Context: an optimization exercise on an open-source flow, tuned for small area and few clock cycles. The choices shown serve that exercise and are no tape-out recipe. Where RTL was checked, it was by simulation tests only, not by an equivalence proof against the original. No activity file was given, so power comes from the tool's default toggle rates.

==> module framer_tx, before the edit <==
module framer_tx (
    input  wire        clk,
    input  wire        rst,
    input  wire        seq_reset,
    input  wire        cmd_valid,
    output wire        cmd_ready,
    input  wire [2:0]  cmd_version,
    input  wire        cmd_packet_type,
    input  wire        cmd_sec_hdr_flag,
    input  wire [15:0] cmd_apid,
    input  wire [1:0]  cmd_seq_flags,
    input  wire [47:0] cmd_timing_info,
    input  wire [7:0]  cmd_segment_number,
    input  wire [7:0]  cmd_function_code,
    input  wire [15:0] cmd_address_code,
    input  wire [16:0] cmd_payload_len,
    input  wire        cmd_include_sync,
    input  wire        pl_valid,
    output wire        pl_ready,
    input  wire [7:0]  pl_byte,
    output reg         out_valid,
    input  wire        out_ready,
    output reg  [7:0]  out_byte,
    output wire        out_last,
    output reg         err_valid
);
    localparam [1:0] S_START = 2'd0;    
    localparam [1:0] S_MARK1 = 2'd1;    
    localparam [1:0] S_HDR   = 2'd2;    
    localparam [1:0] S_BODY  = 2'd3;    
    reg [1:0]  state;
    reg [13:0] seq_cnt;
    reg [15:0] cnt;
    reg [31:0] crc;
    wire too_big = (cmd_payload_len > 17'd65521);
    wire [15:0] data_length = cmd_payload_len[15:0] + 16'd13;
    reg [7:0] hdr_byte;
    always @* begin
        case (cnt[3:0])
            4'd9:  hdr_byte = {cmd_version, cmd_packet_type, cmd_sec_hdr_flag, cmd_apid[10:8]};
            4'd8:  hdr_byte = cmd_apid[7:0];
            4'd7:  hdr_byte = {cmd_seq_flags, seq_cnt[13:8]};
            4'd6:  hdr_byte = seq_cnt[7:0];
            4'd5:  hdr_byte = data_length[15:8];
            4'd4:  hdr_byte = data_length[7:0];
            4'd3:  hdr_byte = cmd_timing_info[47:40];
            4'd2:  hdr_byte = cmd_timing_info[39:32];
            4'd1:  hdr_byte = cmd_timing_info[31:24];
            4'd0:  hdr_byte = cmd_timing_info[23:16];
            4'd15: hdr_byte = cmd_timing_info[15:8];
            4'd14: hdr_byte = cmd_timing_info[7:0];
            4'd13: hdr_byte = cmd_segment_number;
            4'd12: hdr_byte = cmd_function_code;
            4'd11: hdr_byte = cmd_address_code[15:8];
            default: hdr_byte = cmd_address_code[7:0];
        endcase
    end
    wire pay_phase = (cnt[15:4] != 12'd0) || (cnt[3:1] == 3'b111);
    wire hdr_last  = (cnt[3:0] == 4'd10);
    wire crc_last  = (cnt[1:0] == 2'b10);
    wire [31:0] crc_out = ~crc;
    reg  [7:0]  crc_byte;
    always @* begin
        case (cnt[1:0])
            2'b01:   crc_byte = crc_out[31:24];
            2'b00:   crc_byte = crc_out[23:16];
            2'b11:   crc_byte = crc_out[15:8];
            default: crc_byte = crc_out[7:0];
        endcase
    end
    wire in_start = (state == S_START);
    wire in_hdr   = (state == S_HDR) || (in_start && !cmd_include_sync);
    wire in_pay   = (state == S_BODY) && pay_phase;
    wire in_crc   = (state == S_BODY) && !pay_phase;
    always @* begin
        out_valid = 1'b0;
        out_byte  = hdr_byte;
        case (state)
            S_START: begin
                out_valid = cmd_valid && !too_big;
                out_byte  = cmd_include_sync ? 8'h55 : hdr_byte;
            end
            S_MARK1: begin
                out_valid = 1'b1;
                out_byte  = 8'hAA;
            end
            S_HDR: begin
                out_valid = 1'b1;
                out_byte  = hdr_byte;
            end
            default: begin
                out_valid = pay_phase ? pl_valid : 1'b1;
                out_byte  = pay_phase ? pl_byte : crc_byte;
            end
        endcase
    end
    assign out_last = in_crc && crc_last;
    assign pl_ready = in_pay && out_ready;
    wire xfer      = out_valid && out_ready;
    wire hdr_done  = (state == S_HDR) && hdr_last && out_ready;
    assign cmd_ready = too_big || hdr_done;
    wire        crc_first = in_hdr && (cnt[3:0] == 4'd9);
    wire [7:0]  crc_din   = in_pay ? pl_byte : hdr_byte;
    wire [31:0] crc_cur   = crc_first ? 32'hFFFFFFFF : crc;
    reg  [31:0] crc_next;
    integer i;
    always @* begin
        crc_next = crc_cur ^ {24'd0, crc_din};
        for (i = 0; i < 8; i = i + 1) begin
            if (crc_next[0])
                crc_next = (crc_next >> 1) ^ 32'hEDB88320;
            else
                crc_next = crc_next >> 1;
        end
    end
    always @(posedge clk) begin
        if (xfer && (in_hdr || in_pay))
            crc <= crc_next;
    end
    always @(posedge clk) begin
        if (rst) begin
            state     <= S_START;
            seq_cnt   <= 14'd0;
            cnt[3:0]  <= 4'd9;
            err_valid <= 1'b0;
        end else begin
            err_valid <= cmd_valid && too_big;
            if (seq_reset)
                seq_cnt <= 14'd0;
            else if (hdr_done)
                seq_cnt <= seq_cnt + 14'd1;
            if (hdr_done)
                cnt <= data_length;
            else if (xfer && state != S_MARK1 && !(in_start && cmd_include_sync))
                cnt <= cnt - 16'd1;
            case (state)
                S_START: if (xfer) state <= cmd_include_sync ? S_MARK1 : S_HDR;
                S_MARK1: if (xfer) state <= S_HDR;
                S_HDR:   if (hdr_done) state <= S_BODY;
                default: if (xfer && !pay_phase && crc_last) state <= S_START;
            endcase
        end
    end
endmodule
Settings: LEC_CHECK=0, CAP_MARGIN=20, CORE_MARGIN=2, CORE_UTILIZATION=40, SLEW_MARGIN=20; clock period 5.0 ns.
standard.sh (not shown) runs the stock make flow with config.mk's settings and CLKGATE_MAP_FILE= SYNTH_SCRIPT=/design/flow/synth_recipe.tcl, a recipe that flattens the netlist after the stock synthesis.
==> flow/flow/run.sh <==
#!/bin/bash
# Standard synthesis, then an area re-mapping of its combinational logic
# (registers untouched: same cells, same names), then the standard layout
# with buf_1 port buffers and a small CTS without dummy loads.
set -uo pipefail
RES=orfs/results/${FLOW_PLATFORM}/framer_tx/base
LIB=${FLOW_HOME}/platforms/${FLOW_PLATFORM}/lib/sky130_fd_sc_hd__tt_025C_1v80.lib

bash standard.sh synth > synth.log 2>&1 || exit 1

cp $RES/1_2_yosys.v 1_2_yosys.std.v
sed "s#@LIB@#${LIB}#g" flow/reopt.ys > reopt.ys
if yosys -s reopt.ys > reopt.log 2>&1 && [ -s 1_2_yosys.reopt.v ]; then
  cp 1_2_yosys.reopt.v $RES/1_2_yosys.v
  touch $RES/1_2_yosys.v
fi

export BUFFER_PORTS_ARGS="-buffer_cell sky130_fd_sc_hd__buf_1"
export CTS_ARGS="-sink_clustering_enable -repair_clock_nets -dont_use_dummy_load -buf_list sky130_fd_sc_hd__clkbuf_4 -root_buf sky130_fd_sc_hd__clkbuf_8"
bash standard.sh > standard.log 2>&1
==> flow/flow/deep.abc <==
strash
&get -n
&deepsyn -T 60
&put
dch -f
amap
==> flow/flow/reopt.ys <==
# re-map the combinational logic of the standard synthesis for area;
# the registers stay the same cells with the same names
read_liberty -ignore_miss_func @LIB@
read_verilog 1_2_yosys.std.v
hierarchy -top framer_tx
setattr -mod -set keep_hierarchy 1 sky130_fd_sc_hd__dfxtp_* sky130_fd_sc_hd__edfxtp_*
flatten
blackbox sky130_fd_sc_hd__dfxtp_* sky130_fd_sc_hd__edfxtp_*
opt -purge
abc -script flow/deep.abc -liberty @LIB@ -dont_use *probe* -dont_use *lpflow*
setundef -zero
opt_clean -purge
hilomap -singleton -hicell sky130_fd_sc_hd__conb_1 HI -locell sky130_fd_sc_hd__conb_1 LO
insbuf -buf sky130_fd_sc_hd__buf_4 A X
opt_clean -purge
hierarchy -top framer_tx
tee -o reopt_stat.txt stat -liberty @LIB@
write_verilog -noattr -nohex -nodec 1_2_yosys.reopt.v
Testbench counts at the start, summed over its fixed seeds: cycles 39,187.
Next try:
--- a/flow/design.v
+++ b/flow/design.v
@@ -101,7 +101,7 @@
     assign cmd_ready = too_big || hdr_done;
     wire        crc_first = in_hdr && (cnt[3:0] == 4'd9);
     wire [7:0]  crc_din   = in_pay ? pl_byte : hdr_byte;
-    wire [31:0] crc_cur   = crc_first ? 32'hFFFFFFFF : crc;
+    wire [31:0] crc_cur   = crc;
     reg  [31:0] crc_next;
     integer i;
     always @* begin
@@ -114,14 +114,16 @@
         end
     end
     always @(posedge clk) begin
-        if (xfer && (in_hdr || in_pay))
+        if (rst || (xfer && out_last))
+            crc <= 32'hFFFFFFFF;
+        else if (xfer && (in_hdr || in_pay))
             crc <= crc_next;
     end
     always @(posedge clk) begin
         if (rst) begin
             state     <= S_START;
             seq_cnt   <= 14'd0;
-            cnt[3:0]  <= 4'd9;
+            cnt       <= 16'd9;
             err_valid <= 1'b0;
         end else begin
             err_valid <= cmd_valid && too_big;
Combinational power went up by 18%.
Total power went up by 2.9%.
Clock-buffer cell count does not change.
Flip-flop and latch count is unchanged.
Non-clock buffer count is unchanged.
Wire length went up by 1.9%.
Cell count went up by 0.82%.
Via count went up by 4.0%.
Global-route usage went up by 2.0 points.
Hold slack is worse by 6.0 ps.
First-iteration DRC count went down by 20%.
Synthesized cell count went up by 1.8%.
Testbench counts after the change, summed over its fixed seeds: cycles 39,187.

========
framer_tx with an RTL version that a note above also has.
Size in the first run: roughly 660 cells after synthesis, roughly 150 I/O pins.
==> module framer_tx, before the edit <==
module framer_tx (
    input  wire        clk,
    input  wire        rst,
    input  wire        seq_reset,
    input  wire        cmd_valid,
    output wire        cmd_ready,
    input  wire [2:0]  cmd_version,
    input  wire        cmd_packet_type,
    input  wire        cmd_sec_hdr_flag,
    input  wire [15:0] cmd_apid,
    input  wire [1:0]  cmd_seq_flags,
    input  wire [47:0] cmd_timing_info,
    input  wire [7:0]  cmd_segment_number,
    input  wire [7:0]  cmd_function_code,
    input  wire [15:0] cmd_address_code,
    input  wire [16:0] cmd_payload_len,
    input  wire        cmd_include_sync,
    input  wire        pl_valid,
    output wire        pl_ready,
    input  wire [7:0]  pl_byte,
    output reg         out_valid,
    input  wire        out_ready,
    output reg  [7:0]  out_byte,
    output wire        out_last,
    output reg         err_valid
);
    localparam [1:0] S_START = 2'd0;    
    localparam [1:0] S_MARK1 = 2'd1;    
    localparam [1:0] S_HDR   = 2'd2;    
    localparam [1:0] S_BODY  = 2'd3;    
    reg [1:0]  state;
    reg [13:0] seq_cnt;
    reg [15:0] cnt;
    reg [31:0] crc;
    wire too_big = (cmd_payload_len > 17'd65521);
    wire [15:0] data_length = cmd_payload_len[15:0] + 16'd13;
    reg [7:0] hdr_byte;
    always @* begin
        case (cnt[3:0])
            4'd9:  hdr_byte = {cmd_version, cmd_packet_type, cmd_sec_hdr_flag, cmd_apid[10:8]};
            4'd8:  hdr_byte = cmd_apid[7:0];
            4'd7:  hdr_byte = {cmd_seq_flags, seq_cnt[13:8]};
            4'd6:  hdr_byte = seq_cnt[7:0];
            4'd5:  hdr_byte = data_length[15:8];
            4'd4:  hdr_byte = data_length[7:0];
            4'd3:  hdr_byte = cmd_timing_info[47:40];
            4'd2:  hdr_byte = cmd_timing_info[39:32];
            4'd1:  hdr_byte = cmd_timing_info[31:24];
            4'd0:  hdr_byte = cmd_timing_info[23:16];
            4'd15: hdr_byte = cmd_timing_info[15:8];
            4'd14: hdr_byte = cmd_timing_info[7:0];
            4'd13: hdr_byte = cmd_segment_number;
            4'd12: hdr_byte = cmd_function_code;
            4'd11: hdr_byte = cmd_address_code[15:8];
            default: hdr_byte = cmd_address_code[7:0];
        endcase
    end
    wire pay_phase = (cnt[15:4] != 12'd0) || (cnt[3:1] == 3'b111);
    wire hdr_last  = (cnt[3:0] == 4'd10);
    wire crc_last  = (cnt[1:0] == 2'b10);
    wire [31:0] crc_out = ~crc;
    reg  [7:0]  crc_byte;
    always @* begin
        case (cnt[1:0])
            2'b01:   crc_byte = crc_out[31:24];
            2'b00:   crc_byte = crc_out[23:16];
            2'b11:   crc_byte = crc_out[15:8];
            default: crc_byte = crc_out[7:0];
        endcase
    end
    wire in_start = (state == S_START);
    wire in_hdr   = (state == S_HDR) || (in_start && !cmd_include_sync);
    wire in_pay   = (state == S_BODY) && pay_phase;
    wire in_crc   = (state == S_BODY) && !pay_phase;
    always @* begin
        out_valid = 1'b0;
        out_byte  = hdr_byte;
        case (state)
            S_START: begin
                out_valid = cmd_valid && !too_big;
                out_byte  = cmd_include_sync ? 8'h55 : hdr_byte;
            end
            S_MARK1: begin
                out_valid = 1'b1;
                out_byte  = 8'hAA;
            end
            S_HDR: begin
                out_valid = 1'b1;
                out_byte  = hdr_byte;
            end
            default: begin
                out_valid = pay_phase ? pl_valid : 1'b1;
                out_byte  = pay_phase ? pl_byte : crc_byte;
            end
        endcase
    end
    assign out_last = in_crc && crc_last;
    assign pl_ready = in_pay && out_ready;
    wire xfer      = out_valid && out_ready;
    wire hdr_done  = (state == S_HDR) && hdr_last && out_ready;
    assign cmd_ready = too_big || hdr_done;
    wire        crc_first = in_hdr && (cnt[3:0] == 4'd9);
    wire [7:0]  crc_din   = in_pay ? pl_byte : hdr_byte;
    wire [31:0] crc_cur   = crc;
    reg  [31:0] crc_next;
    integer i;
    always @* begin
        crc_next = crc_cur ^ {24'd0, crc_din};
        for (i = 0; i < 8; i = i + 1) begin
            if (crc_next[0])
                crc_next = (crc_next >> 1) ^ 32'hEDB88320;
            else
                crc_next = crc_next >> 1;
        end
    end
    always @(posedge clk) begin
        if (rst || (xfer && out_last))
            crc <= 32'hFFFFFFFF;
        else if (xfer && (in_hdr || in_pay))
            crc <= crc_next;
    end
    always @(posedge clk) begin
        if (rst) begin
            state     <= S_START;
            seq_cnt   <= 14'd0;
            cnt       <= 16'd9;
            err_valid <= 1'b0;
        end else begin
            err_valid <= cmd_valid && too_big;
            if (seq_reset)
                seq_cnt <= 14'd0;
            else if (hdr_done)
                seq_cnt <= seq_cnt + 14'd1;
            if (hdr_done)
                cnt <= data_length;
            else if (xfer && state != S_MARK1 && !(in_start && cmd_include_sync))
                cnt <= cnt - 16'd1;
            case (state)
                S_START: if (xfer) state <= cmd_include_sync ? S_MARK1 : S_HDR;
                S_MARK1: if (xfer) state <= S_HDR;
                S_HDR:   if (hdr_done) state <= S_BODY;
                default: if (xfer && !pay_phase && crc_last) state <= S_START;
            endcase
        end
    end
endmodule
export LEC_CHECK = 0
export CAP_MARGIN = 20
export CORE_MARGIN = 2
export CORE_UTILIZATION = 60
export SLEW_MARGIN = 20
create_clock -name core_clock -period 5.0 [get_ports {clk}]
==> flow/flow/abc.constr <==
set_driving_cell sky130_fd_sc_hd__buf_1
set_load 10.0
==> flow/flow/deep.abc <==
strash
&get -n
&deepsyn -T 60
&put
dch -f
amap
topo
stime -c
buffer -c
upsize -c
dnsize -c
==> flow/flow/reopt.ys <==
# re-map the combinational logic of the standard synthesis for area;
# the registers stay the same cells with the same names
read_liberty -ignore_miss_func @LIB@
read_verilog 1_2_yosys.std.v
hierarchy -top framer_tx
setattr -mod -set keep_hierarchy 1 sky130_fd_sc_hd__dfxtp_* sky130_fd_sc_hd__edfxtp_*
flatten
blackbox sky130_fd_sc_hd__dfxtp_* sky130_fd_sc_hd__edfxtp_*
opt -purge
abc -D 5000 -constr flow/abc.constr -script flow/deep.abc -liberty @LIB@ -dont_use *probe* -dont_use *lpflow*
setundef -zero
opt_clean -purge
hilomap -singleton -hicell sky130_fd_sc_hd__conb_1 HI -locell sky130_fd_sc_hd__conb_1 LO
insbuf -buf sky130_fd_sc_hd__buf_4 A X
opt_clean -purge
hierarchy -top framer_tx
tee -o reopt_stat.txt stat -liberty @LIB@
write_verilog -noattr -nohex -nodec 1_2_yosys.reopt.v
Scripts as last shown in full above: flow/flow/run.sh
Testbench counts at the start, summed over its fixed seeds: cycles 39,187.
Then changed:
==> flow/design.v (replaced) <==
module framer_tx (
    input  wire        clk,
    input  wire        rst,
    input  wire        seq_reset,
    input  wire        cmd_valid,
    output wire        cmd_ready,
    input  wire [2:0]  cmd_version,
    input  wire        cmd_packet_type,
    input  wire        cmd_sec_hdr_flag,
    input  wire [15:0] cmd_apid,
    input  wire [1:0]  cmd_seq_flags,
    input  wire [47:0] cmd_timing_info,
    input  wire [7:0]  cmd_segment_number,
    input  wire [7:0]  cmd_function_code,
    input  wire [15:0] cmd_address_code,
    input  wire [16:0] cmd_payload_len,
    input  wire        cmd_include_sync,
    input  wire        pl_valid,
    output wire        pl_ready,
    input  wire [7:0]  pl_byte,
    output reg         out_valid,
    input  wire        out_ready,
    output reg  [7:0]  out_byte,
    output wire        out_last,
    output reg         err_valid
);
    localparam [1:0] S_START = 2'd0;    
    localparam [1:0] S_MARK1 = 2'd1;    
    localparam [1:0] S_HDR   = 2'd2;    
    localparam [1:0] S_BODY  = 2'd3;    
    reg [1:0]  state;
    reg [13:0] seq_cnt;
    reg [15:0] cnt;
    reg [31:0] crc_n;    
    wire too_big = (cmd_payload_len > 17'd65521);
    wire [15:0] data_length = cmd_payload_len[15:0] + 16'd13;
    reg [7:0] hdr_byte;
    always @* begin
        case (cnt[3:0])
            4'd9:  hdr_byte = {cmd_version, cmd_packet_type, cmd_sec_hdr_flag, cmd_apid[10:8]};
            4'd8:  hdr_byte = cmd_apid[7:0];
            4'd7:  hdr_byte = {cmd_seq_flags, seq_cnt[13:8]};
            4'd6:  hdr_byte = seq_cnt[7:0];
            4'd5:  hdr_byte = cnt[15:8];
            4'd4:  hdr_byte = {cnt[7:4], data_length[3:0]};
            4'd3:  hdr_byte = cmd_timing_info[47:40];
            4'd2:  hdr_byte = cmd_timing_info[39:32];
            4'd1:  hdr_byte = cmd_timing_info[31:24];
            4'd0:  hdr_byte = cmd_timing_info[23:16];
            4'd15: hdr_byte = cmd_timing_info[15:8];
            4'd14: hdr_byte = cmd_timing_info[7:0];
            4'd13: hdr_byte = cmd_segment_number;
            4'd12: hdr_byte = cmd_function_code;
            4'd11: hdr_byte = cmd_address_code[15:8];
            default: hdr_byte = cmd_address_code[7:0];
        endcase
    end
    wire pay_phase = (cnt[15:4] != 12'd0) || (cnt[3:1] == 3'b111);
    wire hdr_last  = (cnt[3:0] == 4'd10);
    wire crc_last  = (cnt[1:0] == 2'b10);
    wire [31:0] crc_out = crc_n;
    reg  [7:0]  crc_byte;
    always @* begin
        case (cnt[1:0])
            2'b01:   crc_byte = crc_out[31:24];
            2'b00:   crc_byte = crc_out[23:16];
            2'b11:   crc_byte = crc_out[15:8];
            default: crc_byte = crc_out[7:0];
        endcase
    end
    wire in_start = (state == S_START);
    wire in_hdr   = (state == S_HDR) || (in_start && !cmd_include_sync);
    wire in_pay   = (state == S_BODY) && pay_phase;
    wire in_crc   = (state == S_BODY) && !pay_phase;
    wire in_mark = (in_start && cmd_include_sync) || (state == S_MARK1);
    wire [7:0] crc_din = in_pay ? pl_byte : hdr_byte;
    always @* begin
        case (state)
            S_START: out_valid = cmd_valid && !too_big;
            S_BODY:  out_valid = !pay_phase || pl_valid;
            default: out_valid = 1'b1;
        endcase
        if (in_mark)
            out_byte = (state == S_MARK1) ? 8'hAA : 8'h55;
        else if (in_crc)
            out_byte = crc_byte;
        else
            out_byte = crc_din;
    end
    assign out_last = in_crc && crc_last;
    assign pl_ready = in_pay && out_ready;
    wire xfer      = out_valid && out_ready;
    wire hdr_done  = (state == S_HDR) && hdr_last && out_ready;
    assign cmd_ready = too_big || hdr_done;
    wire [31:0] crc_cur   = ~crc_n;
    reg  [31:0] crc_next;
    integer i;
    always @* begin
        crc_next = crc_cur ^ {24'd0, crc_din};
        for (i = 0; i < 8; i = i + 1) begin
            if (crc_next[0])
                crc_next = (crc_next >> 1) ^ 32'hEDB88320;
            else
                crc_next = crc_next >> 1;
        end
    end
    always @(posedge clk) begin
        if (rst || (xfer && out_last))
            crc_n <= 32'd0;
        else if (xfer && (in_hdr || in_pay))
            crc_n <= ~crc_next;
    end
    always @(posedge clk) begin
        if (rst) begin
            state     <= S_START;
            seq_cnt   <= 14'd0;
            cnt       <= 16'd9;
            err_valid <= 1'b0;
        end else begin
            err_valid <= cmd_valid && too_big;
            if (seq_reset)
                seq_cnt <= 14'd0;
            else if (hdr_done)
                seq_cnt <= seq_cnt + 14'd1;
            if (hdr_done)
                cnt[3:0] <= data_length[3:0];
            else if (xfer && state != S_MARK1 && !(in_start && cmd_include_sync))
                cnt[3:0] <= cnt[3:0] - 4'd1;
            if (state != S_BODY)
                cnt[15:4] <= data_length[15:4];
            else if (xfer && cnt[3:0] == 4'd0)
                cnt[15:4] <= cnt[15:4] - 12'd1;
            case (state)
                S_START: if (xfer) state <= cmd_include_sync ? S_MARK1 : S_HDR;
                S_MARK1: if (xfer) state <= S_HDR;
                S_HDR:   if (hdr_done) state <= S_BODY;
                default: if (xfer && !pay_phase && crc_last) state <= S_START;
            endcase
        end
    end
endmodule
What happened: The changed run passed the timing, design-rule and antenna checks; worst setup slack got worse by 0.021 ns; die area hardly moves; total power is lower by 9.4%; sequential power drops by about 3%; utilization decreases by 0.25 points; final cell count rises by 3.5%; routed wire length drops by 1.1%; final area decreases by 0.34%; maximum frequency fell by 0.46%; area after synthesis is about the same; synthesized cell count goes up by 5.0%.
Function not checked in the second run of this note: the RTL went through the layout flow alone.

[separate check: timing with driven ports]
Ports are ideal in the flow. The routed layouts listed here were re-timed in OpenROAD. Step 1 (the two cells are an assumption about what drives the block):
set clk [get_ports {clk}]
set_driving_cell -lib_cell sky130_fd_sc_hd__clkbuf_16 $clk
set_driving_cell -lib_cell sky130_fd_sc_hd__buf_2 [delete_from_list [all_inputs] $clk]
Step 2 times the ports against the registers' clock, not the clock port: input delays grow and output delays shrink by t, the midpoint of the rising clock arrivals with the driver on. Three values: ideal ports, drivers, drivers and shift; two values: the first two.
run	t (ns)	setup slack, ns	worst setup path after step 2
the first run of note 1	0.383	0.401 / 0.410 / 0.029	input to register
the second run of note 1	0.376	0.326 / 0.297 / 0.016	input to register
the first run of note 2	0.380	0.465 / 0.438 / 0.092	input to register
the second run of note 2	0.370	0.444 / 0.444 / 0.444	register to register
After both steps setup and hold are still met in every run listed. The setup slack of the first run of note 2, which loses most, moves by -0.027 ns with the drivers and by -0.373 ns with both steps.
